Source: an optimization exercise on an open RTL-to-GDS flow (aim: small area). Production flows keep margins and buffers that such runs may drop. In this exercise RTL edits were held to simulation tests only and were not proved equivalent to the original. Power and IR drop assume default switching activity.

--- flow/run.sh ---
#!/bin/bash
# synth_recipe.tcl (not shown) runs the flow's synth.tcl, then flattens the netlist and writes it again
# the make line also repeats each setting of config.mk as NAME=value (left out here)
make -C /OpenROAD-flow-scripts/flow DESIGN_CONFIG=/design/flow/config.mk WORK_HOME=/design/flow/orfs CLKGATE_MAP_FILE= SYNTH_SCRIPT=/design/flow/synth_recipe.tcl finish
--- flow/config.mk ---
export PLATFORM = sky130hd
export DESIGN_NAME = cpusim_core
export DESIGN_NICKNAME = cpusim_core
export VERILOG_FILES = /design/flow/design.v
export SDC_FILE = /design/flow/constraint.sdc
export NUM_CORES = 4
export LEC_CHECK = 0
export CAP_MARGIN = 20
export CORE_MARGIN = 2
export CORE_UTILIZATION = 40
export SLEW_MARGIN = 20
--- flow/constraint.sdc ---
create_clock -name core_clock -period 10.0 [get_ports {clk}]
set_input_delay 2.0000 -clock core_clock [delete_from_list [all_inputs] [get_ports {clk}]]
set_output_delay 2.0000 -clock core_clock [all_outputs]
set_load 0.01 [all_outputs]
--- flow/design.v ---
module cpusim_core (
    input  wire        clk,
    input  wire        rst,         
    output wire        mem_re,
    output wire [9:0]  mem_raddr,
    input  wire [31:0] mem_rdata,
    output wire        mem_we,
    output wire [9:0]  mem_waddr,
    output wire [31:0] mem_wdata,
    output wire        out_valid,
    output wire [1:0]  out_reg,
    output wire [31:0] out_data,
    output wire        halted,
    output wire [2:0]  fault,
    input  wire [2:0]  dbg_sel,
    output reg  [31:0] dbg_data
);
    localparam [2:0] F_NONE = 3'd0, F_OOB = 3'd1, F_REG = 3'd2, F_DIV0 = 3'd3, F_OPC = 3'd4;
    localparam [7:0] OP_ADD = 8'h00, OP_SUB = 8'h01, OP_MUL = 8'h02, OP_DIV = 8'h03,
                     OP_AND = 8'h04, OP_OR  = 8'h05, OP_XOR = 8'h06, OP_NOT = 8'h07,
                     OP_SHL = 8'h08, OP_SHR = 8'h09,
                     OP_LOAD = 8'h10, OP_STORE = 8'h11, OP_JUMP = 8'h12, OP_JZ = 8'h13,
                     OP_JNZ = 8'h14, OP_CALL = 8'h15, OP_RET = 8'h16, OP_PUSH = 8'h17,
                     OP_POP = 8'h18, OP_HALT = 8'h19, OP_OUT = 8'h1A;
    localparam [2:0] S_FETCH  = 3'd0,    
                     S_DECODE = 3'd1,    
                     S_EXEC   = 3'd2,    
                     S_POPWB  = 3'd3,    
                     S_MULDIV = 3'd4,    
                     S_MDWB   = 3'd5,    
                     S_HALT   = 3'd6;
    reg [2:0]  state;
    reg [31:0] x [0:3];
    reg [31:0] pc;
    reg [31:0] sp;
    reg        flag_z, flag_n, flag_o;
    reg [2:0]  fault_r;
    reg [31:0] ir;
    reg        md_is_div;
    reg [5:0]  md_count;
    reg [31:0] md_a;        
    reg [31:0] md_b;        
    reg [31:0] md_acc;      
    reg [31:0] md_q;        
    reg [1:0]  md_rd;
    wire [7:0] opc = ir[31:24];
    wire [7:0] op0 = ir[23:16];
    wire [7:0] op1 = ir[15:8];
    wire [7:0] op2 = ir[7:0];
    wire bad0 = |op0[7:2];
    wire bad1 = |op1[7:2];
    wire bad2 = |op2[7:2];
    wire [31:0] r0v = x[op0[1:0]];
    wire [31:0] r1v = x[op1[1:0]];
    wire [31:0] r2v = x[op2[1:0]];
    wire is_alu3   = (opc <= OP_SHR) && (opc != OP_NOT);
    wire valid_opc = (opc <= OP_SHR) || ((opc >= OP_LOAD) && (opc <= OP_OUT));
    wire sp_full  = (sp == 32'h0000_0200);    
    wire sp_empty = (sp == 32'h0000_0300);    
    wire [31:0] sp_dec = sp - 32'd4;
    wire [31:0] sp_inc = sp + 32'd4;
    wire store_ok = (r1v <= 32'd1020);
    reg [2:0] exec_fault;
    always @(*) begin
        exec_fault = F_NONE;
        if (!valid_opc) begin
            exec_fault = F_OPC;
        end else if (is_alu3) begin
            if (bad1 || bad2 || bad0)       exec_fault = F_REG;
            else if (opc == OP_DIV && r2v == 32'd0) exec_fault = F_DIV0;
        end else begin
            case (opc)
                OP_NOT:   if (bad1 || bad0) exec_fault = F_REG;
                OP_LOAD:  if (bad0) exec_fault = F_REG;
                OP_STORE: if (bad0 || bad1) exec_fault = F_REG;
                          else if (!store_ok) exec_fault = F_OOB;
                OP_CALL:  if (bad0) exec_fault = F_REG;
                          else if (sp_full) exec_fault = F_OOB;
                OP_RET:   if (sp_empty) exec_fault = F_OOB;
                OP_PUSH:  if (bad0) exec_fault = F_REG;
                          else if (sp_full) exec_fault = F_OOB;
                OP_POP:   if (bad0) exec_fault = F_REG;
                          else if (sp_empty) exec_fault = F_OOB;
                OP_OUT:   if (bad0) exec_fault = F_REG;
                default:  exec_fault = F_NONE;
            endcase
        end
    end
    wire [31:0] add_r = r1v + r2v;
    wire [31:0] sub_r = r1v - r2v;
    wire add_o = (~r1v[31] & ~r2v[31] & add_r[31]) | (r1v[31] & r2v[31] & ~add_r[31]);
    wire sub_o = (~r1v[31] & r2v[31] & sub_r[31]) | (r1v[31] & ~r2v[31] & ~sub_r[31]);
    reg [31:0] alu_r;
    always @(*) begin
        case (opc)
            OP_ADD:  alu_r = add_r;
            OP_SUB:  alu_r = sub_r;
            OP_AND:  alu_r = r1v & r2v;
            OP_OR:   alu_r = r1v | r2v;
            OP_XOR:  alu_r = r1v ^ r2v;
            OP_NOT:  alu_r = ~r1v;
            OP_SHL:  alu_r = r1v << r2v[4:0];
            OP_SHR:  alu_r = r1v >> r2v[4:0];
            OP_LOAD: alu_r = {24'd0, op1};
            default: alu_r = 32'd0;
        endcase
    end
    reg [31:0] pc_wr;
    always @(*) begin
        case (opc)
            OP_JUMP: pc_wr = {24'd0, op0};
            OP_JZ:   pc_wr = flag_z ? {24'd0, op0} : pc;
            OP_JNZ:  pc_wr = flag_z ? pc : {24'd0, op0};
            OP_CALL: pc_wr = r0v;
            default: pc_wr = pc;
        endcase
    end
    wire [31:0] pc_next = (pc_wr == pc) ? pc + 32'd4 : pc_wr;
    wire in_exec = (state == S_EXEC) && (exec_fault == F_NONE);
    assign mem_re    = (state == S_FETCH && pc < 32'h0000_0100) ||
                       (in_exec && (opc == OP_POP || opc == OP_RET));
    assign mem_raddr = (state == S_FETCH) ? pc[9:0] : sp[9:0];
    assign mem_we    = in_exec && (opc == OP_STORE || opc == OP_PUSH || opc == OP_CALL);
    assign mem_waddr = (opc == OP_STORE) ? r1v[9:0] : sp_dec[9:0];
    assign mem_wdata = (opc == OP_CALL) ? pc : r0v;
    assign out_valid = in_exec && (opc == OP_OUT);
    assign out_reg   = op0[1:0];
    assign out_data  = r0v;
    assign halted = (state == S_HALT);
    assign fault  = fault_r;
    always @(*) begin
        case (dbg_sel)
            3'd0: dbg_data = x[0];
            3'd1: dbg_data = x[1];
            3'd2: dbg_data = x[2];
            3'd3: dbg_data = x[3];
            3'd4: dbg_data = pc;
            3'd5: dbg_data = sp;
            3'd6: dbg_data = {29'd0, flag_o, flag_n, flag_z};
            default: dbg_data = 32'h0000_0300;    
        endcase
    end
    always @(posedge clk) begin
        if (rst) begin
            state   <= S_FETCH;
            x[0]    <= 32'd0;
            x[1]    <= 32'd0;
            x[2]    <= 32'd0;
            x[3]    <= 32'd0;
            pc      <= 32'd0;
            sp      <= 32'h0000_0300;
            flag_z  <= 1'b0;
            flag_n  <= 1'b0;
            flag_o  <= 1'b0;
            fault_r <= F_NONE;
        end else begin
            case (state)
                S_FETCH: begin
                    if (pc >= 32'h0000_0100) begin
                        fault_r <= F_OOB;
                        state   <= S_HALT;
                    end else begin
                        state <= S_DECODE;
                    end
                end
                S_DECODE: begin
                    ir    <= mem_rdata;
                    state <= S_EXEC;
                end
                S_EXEC: begin
                    if (exec_fault != F_NONE) begin
                        fault_r <= exec_fault;
                        state   <= S_HALT;
                    end else begin
                        state <= S_FETCH;
                        pc    <= pc_next;
                        case (opc)
                            OP_ADD: begin
                                x[op0[1:0]] <= add_r;
                                flag_z <= (add_r == 32'd0);
                                flag_n <= add_r[31];
                                flag_o <= add_o;
                            end
                            OP_SUB: begin
                                x[op0[1:0]] <= sub_r;
                                flag_z <= (sub_r == 32'd0);
                                flag_n <= sub_r[31];
                                flag_o <= sub_o;
                            end
                            OP_AND, OP_OR, OP_XOR, OP_NOT, OP_SHL, OP_SHR, OP_LOAD:
                                x[op0[1:0]] <= alu_r;
                            OP_MUL, OP_DIV: begin
                                md_is_div <= (opc == OP_DIV);
                                md_count  <= 6'd32;
                                md_a      <= r1v;
                                md_b      <= r2v;
                                md_acc    <= 32'd0;
                                md_q      <= 32'd0;
                                md_rd     <= op0[1:0];
                                pc        <= pc;
                                state     <= S_MULDIV;
                            end
                            OP_CALL, OP_PUSH:
                                sp <= sp_dec;
                            OP_POP, OP_RET: begin
                                pc    <= pc;
                                state <= S_POPWB;
                            end
                            OP_HALT: begin
                                pc    <= pc;
                                state <= S_HALT;
                            end
                            default: ;
                        endcase
                    end
                end
                S_POPWB: begin
                    sp    <= sp_inc;
                    state <= S_FETCH;
                    if (opc == OP_POP) begin
                        x[op0[1:0]] <= mem_rdata;
                        pc          <= pc + 32'd4;
                    end else begin
                        pc <= (mem_rdata == pc) ? pc + 32'd4 : mem_rdata;
                    end
                end
                S_MULDIV: begin
                    if (md_is_div) begin
                        if ({md_acc[30:0], md_a[31]} >= md_b) begin
                            md_acc <= {md_acc[30:0], md_a[31]} - md_b;
                            md_q   <= {md_q[30:0], 1'b1};
                        end else begin
                            md_acc <= {md_acc[30:0], md_a[31]};
                            md_q   <= {md_q[30:0], 1'b0};
                        end
                        md_a <= {md_a[30:0], 1'b0};
                    end else begin
                        if (md_b[0])
                            md_acc <= md_acc + md_a;
                        md_a <= {md_a[30:0], 1'b0};
                        md_b <= {1'b0, md_b[31:1]};
                    end
                    md_count <= md_count - 6'd1;
                    if (md_count == 6'd1)
                        state <= S_MDWB;
                end
                S_MDWB: begin
                    x[md_rd] <= md_is_div ? md_q : md_acc;
                    pc       <= pc + 32'd4;
                    state    <= S_FETCH;
                end
                default: ;    
            endcase
        end
    end
endmodule
==> impl_metrics.sql <==
INSERT INTO impl_metrics (metric_group, metric, value, unit) VALUES
('place', 'gpl.final_weighted_congestion', '1.06', ''),
('logic_synthesis', 'netlist.top_cell.by_area', 'sky130_fd_sc_hd__edfxtp_1', ''),
('clocking', 'htreeDepth', '2', ''),
('status', 'status', 'finished clean', ''),
('sta', 'fmaxAchievable', '123', 'MHz'),
('detailed_routing', 'detailedRoute.firstIterationViolations', '6204', ''),
('detailed_routing', 'ant_nets', '0', ''),
('detailed_routing', 'post_route_wl', '186000', 'microns'),
('logic_synthesis', 'post_synth.cell_area_avg', '8.33', 'sq um'),
('sta', 'tns', '0', 'ns'),
('floorplan', 'floorplan.initialDensity', '40.4', '%'),
('logic_synthesis', 'asyncSetResetFlopFracSynth', '0', '%'),
('detailed_routing', 'vias', '37000', ''),
('detailed_routing', 'wl_per_cell', '34.5', 'microns'),
('critical_path', 'worstPathArrival', '6.11', 'ns'),
('min_path', 'hold_class', 'reg2reg', ''),
('logic_synthesis', 'share_of_the_synthesized_area_in_the_top_cell_type', '25.4', '%'),
('sta', 'max_slew.worst_pin.slew', '1.31', 'ns'),
('global_route', 'grt_overflow', '0', ''),
('logic_synthesis', 'synth.yosys.seq_area_share', '29.8', '%'),
('critical_path', 'crit_path_cell_trace', 'buf_4, mux2_2, o21ai_2, inv_2, buf_4, nor3_1, nand3_1, o31ai_2, a211oi_2, and3_1, and3_1, a21o_1, clkdlybuf4s50_1', ''),
('power_and_ir_drop', 'pd_cells', '200', 'nW/um^2'),
('layout', 'fill_cells', '8540', ''),
('detailed_routing', 'drt_via_density', '6.87', ''),
('layout', 'post_route_cells_drive_above_1_share', '8.94', '%'),
('place', 'dp_hpwl', '143000', 'microns'),
('clocking', 'clock_tree.root_cell', 'sky130_fd_sc_hd__clkbuf_16', ''),
('global_route', 'gr_util_all_layers', '39.9', '%'),
('power_and_ir_drop', 'sequentialPowerShare', '28.1', '%'),
('logic_synthesis', 'ys_dominant_reg_cell', 'sky130_fd_sc_hd__edfxtp_1', ''),
('layout', 'area_growth', '11.9', '%'),
('critical_path', 'largest_stage_delay_worst_path', '0.72', 'ns'),
('floorplan', 'floorplan.die.width', '300', 'microns'),
('logic_synthesis', 'syn-cell-area', '35100', 'sq um'),
('logic_synthesis', 'synthMostInstantiatedCell', 'sky130_fd_sc_hd__nor2_1', ''),
('floorplan', 'num_io_pins', '162', ''),
('global_route', 'first_global_vias', '33300', ''),
('logic_synthesis', 'synthesis.yosys.warnings', '1', ''),
('critical_path', 'worst_path_dominant_cell_family', 'simple AND/OR/NAND/NOR gates', ''),
('critical_path', 'worst-path-max-fanout', '70', ''),
('power_and_ir_drop', 'vdd_ir_drop_max', '128', 'uV'),
('logic_synthesis', 'ys_types', '90', ''),
('critical_path', 'worstSetupStartpointType', 'flip-flop', ''),
('critical_path', 'critical_path_required', '8.00', 'ns'),
('detailed_routing', 'detail_route.drc_violations', '0', ''),
('power_and_ir_drop', 'logic_gate_share_of_total_power', '48.2', '%'),
('critical_path', 'timing_worst_setup_path_type', 'reg2out', ''),
('sta', 'report.final.slew_viol_count', '0', ''),
('global_route', 'global_route_wire_length_before_repair', '259000', 'microns'),
('power_and_ir_drop', 'power.leakage', '14.8', 'nW'),
('place', 'port_buffers', '161', ''),
('global_route', 'largest_net_degree_at_the_start_of_global_routing', '71', ''),
('run', 'max-cap-violations', '0', ''),
('power_and_ir_drop', 'post-layout-total-power', '0.00784', 'W'),
('clocking', 'cts.sink_count', '374', ''),
('sta', 'unrepaired_setup_endpoints_after_global_routing', 'no', ''),
('clocking', 'clkLatencyLatePin', '0.64', 'ns'),
('sta', 'clock_skews', '0.0386', 'ns'),
('logic_synthesis', 'yosys_register_bits', '374', ''),
('floorplan', 'core_area', '86900', 'sq um'),
('sta', 'max_transition_margin', '12.1', '%'),
('critical_path', 'end_kind', 'primary output', ''),
('power_and_ir_drop', 'clockPowerShare', '23.7', '%'),
('logic_synthesis', 'post_synthesis_cells', '4213', ''),
('global_route', 'initial_antenna_violation_count', '12', ''),
('sta', 'final-setup-viol-count', '0', ''),
('logic_synthesis', 'synth-edff-count', '297', ''),
('sta', 'fin_hold_ws', '0.556', 'ns'),
('detailed_routing', 'first_drt_pass_iteration_count', '8', ''),
('power_and_ir_drop', 'swShare', '45.2', '%'),
('floorplan', 'die_area', '90100', 'sq um');
metal layers:
layer | global-route usage [%] | share of wire (%) | vias to the layer above
met5 | 0.529 | 0.067 | -
met4 | 21.0 | 6.3 | 14
met3 | 13.0 | 13 | 540
met2 | 55.2 | 40 | 2731
met1 | 54.8 | 40 | 18000
li1 | - | - | 15600
power groups by stage:
| stage | combinational (W) | clock [W] | sequential [W] |
|---|---|---|---|
| floorplan | 0.00242 | 0 | 0.00204 |
| global placement | 0.00362 | 0 | 0.00221 |
| detailed placement | 0.00361 | 0 | 0.00221 |
| CTS | 0.00363 | 0.00187 | 0.00218 |
| global route | 0.00400 | 0.00193 | 0.00220 |
| finish | 0.00378 | 0.00186 | 0.00220 |
path summary, 6_finish.rpt:
kind,startpoint,to,slack [ns],cells past startpoint
worst min-delay path,flag_o,flag_o,0.56,2
worst min register to register,flag_o,flag_o,0.56,2
worst max register to register,flip-flop,x[2][13],2.96,15
worst max-delay path,flip-flop,mem_re,1.89,13
cell usage in the layout, fill, tap and decap left out, drive strengths merged, types with 58 or more instances in the layout:
master and instances:
ha 168, mux2i 116, clkdlybuf4s50 160, dfxtp 77
xnor2 95, xor2 87, mux4 93, a211oi 74
inv 216, nor4 61, nor3 71, nand2 384
and3 60, nor2 487, edfxtp 297, a31oi 58
clkbuf 58, a21oi 261, buf 84, o21ai 308
a22oi 144, nand3 120
final cells by class:
| type | count | area [sq um] | share of cell area [%] |
|---|---|---|---|
| repair buffers | 244 | 2240 | 5.72 |
| inverters | 217 | 815 | 2.07 |
| multi-input cells | 3293 | 22600 | 57.6 |
| well taps | 1155 | 1450 | 3.68 |
| flip-flops and latches | 374 | 10500 | 26.6 |
| clock inverters | 32 | 383 | 0.975 |
| diodes | 8 | 20.0 | 0.0510 |
| clock buffers | 58 | 1260 | 3.21 |
kinds of logic (layout without fill, tap and decap cells):
| kind of cell | Yosys count | count (layout) | synth area share (%) |
|---|---|---|---|
| other cells | 0 | 8 | 0 |
| flops | 374 | 374 | 29.8 |
| xor+xnor | 182 | 182 | 4.54 |
| mux | 252 | 252 | 10.7 |
| buf+inv | 546 | 551 | 6.15 |
| simple gates | 1442 | 1442 | 19.3 |
| compound gates | 1245 | 1245 | 23.4 |
| fa+ha+maj | 172 | 172 | 6.22 |
flip-flops by register name, summed over array words and instances, names as in the netlist, 6 cells and up, named ones only:
name	flops
md_count	6
md_a	32
md_q	32
pc	32
ir	32
sp	30
x	128
md_b	32
md_acc	32
tightest hold or removal path, stage by stage, from the launching register on:
cell                      delay [ns]
sky130_fd_sc_hd__dfxtp_1        0.37
sky130_fd_sc_hd__nand2_1        0.08
sky130_fd_sc_hd__a21oi_1        0.06
metrics by stage:
stage	setup WS, ns	cells	utilization, %	instance area, sq um
floorplan	3.14	4213	-	35100
global placement	2.96	5282	43.2	37600
detailed placement	2.74	5282	43.2	37600
CTS	2.06	5372	45.1	39200
global route	1.73	5375	45.2	39300
finish	1.89	5381	45.2	39300

port drivers added, routing unchanged:
In the flow no input, the clock included, has a driving cell. The finished layout below was timed again as built, in two steps.
Step 1: set_driving_cell puts a clkbuf_16 on clk and a buf_2 on each other input, an assumption about the parent block.
Step 2 also shifts input and output timing later by t, the mid clock arrival at the registers, as if the neighbouring blocks saw the same clock.
a / b / c = no drivers / after step 1 / after step 2; a / b = the first two.
t (ns): 0.702
setup slack, ns: 1.895 / 1.816 / 2.517
worst register clock-pin slew, ns: 0.06 / 0.06
After both steps this run still meets setup and hold. For this run, drivers alone change the setup slack by -0.079 ns; drivers and shift together by +0.622 ns.
